Context: an optimization exercise on an open-source flow, tuned for small area. The choices shown serve that exercise and are no tape-out recipe. No activity file was given, so power comes from the tool's default toggle rates.

## job 8212
// icsp_engine
module icsp_engine (
    input  wire        clk,
    input  wire        rst,
    input  wire        req_valid,
    output wire        req_ready,
    input  wire [31:0] req_hdr,
    input  wire [16:0] req_nopd,
    input  wire        opd_valid,
    output wire        opd_ready,
    input  wire [31:0] opd_data,
    output reg         rsp_valid,
    output wire        rsp_status,
    output wire [31:0] rsp_data,
    input  wire        host_abort,
    output reg         icsp_mclr,
    output reg         icsp_clk,
    output reg         icsp_dat_o,
    output reg         icsp_dat_oe,
    input  wire        icsp_dat_i
);
Settings: LEC_CHECK=0, CAP_MARGIN=20, CORE_MARGIN=2, CORE_UTILIZATION=40, CTS_BUF_LIST=sky130_fd_sc_hd__clkbuf_4, CTS_CLUSTER_SIZE=20, SLEW_MARGIN=20; clock period 10.0 ns.
standard.sh (not shown) runs the stock make flow with config.mk's settings and CLKGATE_MAP_FILE= SYNTH_SCRIPT=/design/flow/synth_recipe.tcl, a recipe that flattens the netlist after the stock synthesis.
==> flow/flow/run.sh <==
#!/bin/bash
# Layout flow: the standard flow (standard.sh) with two changes:
#  - synthesis maps the combinational logic with an area-oriented ABC
#    script (flow/area.abc); the rest of the synthesis script is the standard flow's;
#  - the port buffers are the smallest buffer, sky130_fd_sc_hd__buf_1.
# Each tool's output is in orfs/logs/; make's output is in flow_make.log.
set -euo pipefail
here=$(pwd)
{ cat "$here/flow/abc_override.tcl"; cat "$here/synth_recipe.tcl"; } > "$here/flow_synth.tcl"
sed "s|SYNTH_SCRIPT=[^ ]*|SYNTH_SCRIPT=$here/flow_synth.tcl|" standard.sh > "$here/flow_standard.sh"
export FLOW_ABC_SCRIPT="$here/flow/area.abc"
export BUFFER_PORTS_ARGS="-buffer_cell sky130_fd_sc_hd__buf_1"
bash "$here/flow_standard.sh" finish > "$here/flow_make.log" 2>&1
==> flow/flow/abc_override.tcl <==
# Use this flow's ABC script for the technology mapping of the
# combinational logic (ORFS's synth.tcl calls abc once, with -script).
# Registers are mapped before abc runs and abc is not given -dff, so the
# registers are the standard synthesis's.
proc abc {args} {
  set i [lsearch -exact $args -script]
  if {$i >= 0} {
    set args [lreplace $args [expr {$i + 1}] [expr {$i + 1}] $::env(FLOW_ABC_SCRIPT)]
  }
  yosys abc {*}$args
}
==> flow/flow/area.abc <==
strash
&get -n
&st
&syn2
&dch
&nf -R 1000 -p
&st
&syn2
&dch
&nf -R 1000 -p
&put
topo
Job 8212 completed; timing, DRC and antenna clean
Inputs modified between job 8212 and job 5393:
Settings: CTS_CLUSTER_SIZE now 30, was 20; CORE_UTILIZATION now 60, was 40; CTS_BUF_LIST now sky130_fd_sc_hd__clkbuf_8, was sky130_fd_sc_hd__clkbuf_4.
Results
Diff job 8212 -> job 5393 | clock buffer count from CTS | decrease of 42%
Job 5393 gives less setup slack of the critical path after layout than job 8212 did.
Compared with job 8212, job 5393 shows a higher data arrival time of the critical path.
What job 8212 reported for core area has to be multiplied by 0.66 to get the figure for job 5393.
Diff job 5393..job 8212 | clock transition at the registers of the reported paths | negligible
Going from job 8212 to job 5393, number of nets in the finished design shrank slightly.
Between job 5393 and job 8212, the portion of the layout cell area used by clock cells does not differ in any meaningful way.
Edits applied to the flow inputs when going from job 5393 to job 2751:
Settings: changing CORE_UTILIZATION from 60 to 40; removing CTS_BUF_LIST (formerly sky130_fd_sc_hd__clkbuf_8); removing CTS_CLUSTER_SIZE (formerly 30).
Results
- Taking job 5393 as the reference point, the count of clock-buffer cells in the layout of job 2751 falls by about 28%.
- Job 5393 -> job 2751: post-detailed-route via-to-cell ratio decreased by a little under 10%
- Register share of the cell area | job 2751 below job 5393
- Combinational fraction of design power, job 2751 and job 5393, lower one = job 2751.
- The design area number comes out higher for job 2751 vs job 5393.
- Area after detailed placement: job 2751 vs job 5393 up 280 um2
- Changes observed in job 2751 relative to job 5393: multi-input logic portion of the cell area now smaller; synthesis-to-layout area growth now larger.
No functional check of the RTL was part of any run of this note.

========
icsp_engine, a different RTL version from the one above (not shown whole).
For scale: ~1,500 cells after synthesis, ~340 flip-flops, about 130 I/O pins.
export LEC_CHECK = 0
export CAP_MARGIN = 0
export CORE_MARGIN = 2
export CORE_UTILIZATION = 40
export SLEW_MARGIN = 0
create_clock -name core_clock -period 10.0 [get_ports {clk}]
==> flow/flow/run.sh <==
#!/bin/bash
# Layout flow: the standard flow (standard.sh) with these changes:
#  - synthesis maps the combinational logic with an area-oriented ABC
#    script (flow/area.abc) and without Yosys's full/half-adder extraction
#    (ADDER_MAP_FILE empty); the rest of the synthesis script is the standard flow's, so
#    the registers are the standard synthesis's;
#  - the port buffers are the smallest buffer, sky130_fd_sc_hd__buf_1;
#  - clock tree synthesis uses clkbuf_8 leaf clusters of at most 16 sinks and
#    no dummy loads.
# Each tool's output is in orfs/logs/; make's output is in flow_make.log.
set -euo pipefail
here=$(pwd)
{ cat "$here/flow/abc_override.tcl"; cat "$here/synth_recipe.tcl"; } > "$here/flow_synth.tcl"
sed "s|SYNTH_SCRIPT=[^ ]*|SYNTH_SCRIPT=$here/flow_synth.tcl ADDER_MAP_FILE=|" standard.sh > "$here/flow_standard.sh"
export FLOW_ABC_SCRIPT="$here/flow/area.abc"
export CTS_ARGS="-sink_clustering_enable -repair_clock_nets -dont_use_dummy_load -buf_list sky130_fd_sc_hd__clkbuf_8 -sink_clustering_size 16 -sink_clustering_max_diameter 50"
export BUFFER_PORTS_ARGS="-buffer_cell sky130_fd_sc_hd__buf_1"
bash "$here/flow_standard.sh" finish > "$here/flow_make.log" 2>&1
==> flow/flow/area.abc <==
strash
&get -n
&st
&deepsyn -T 90
&dch
&nf -R 1000 -p
&st
&syn2
&dch
&nf -R 1000 -p
&put
topo
Scripts as last shown in full above: flow/flow/abc_override.tcl
The baseline finished clean.
Edit:
- CAP_MARGIN: 0 -> 20
- SLEW_MARGIN: 0 -> 20
Critical path depth is unchanged.
Sequential cell count does not change.
Routed wire length barely changes.
Maximum frequency increases by 0.61%.
Global-route usage is unchanged.
Setup slack gains 0.041 ns.
Die area is unchanged.
Total power barely changes.
Design area is about the same.
No functional check of the RTL was part of any run of this note.

==> separate check: timing with driven ports <==
Ports are ideal in the flow. The routed layouts listed here were re-timed in OpenROAD.
Step 1, drivers: a clkbuf_16 drives clk and a buf_2 each remaining input, both assumed.
Step 2 also shifts input and output timing later by t, the mid clock arrival at the registers, as if the neighbouring blocks saw the same clock.
Slacks: no drivers / after step 1 / after step 2; pairs: no drivers / after step 1.
run	t, ns	setup slack, ns	worst setup path after step 2	latest minus earliest clock arrival (ns)	slew at the worst register clock pin (ns)
job 8212	0.883	3.255 / 3.255 / 3.255	register to register	0.081 / 0.082	0.08 / 0.08
job 5393	0.641	2.883 / 2.883 / 2.883	register to register	0.018 / 0.018	0.07 / 0.07
job 2751	0.617	3.291 / 3.291 / 3.291	register to register	0.041 / 0.041	0.06 / 0.06
the first run of note 2	0.603	3.185 / 3.185 / 3.185	register to register	0.077 / 0.076	0.10 / 0.10
the second run of note 2	0.599	3.227 / 3.227 / 3.227	register to register	0.073 / 0.073	0.10 / 0.10
After both steps every run listed still meets setup and hold.
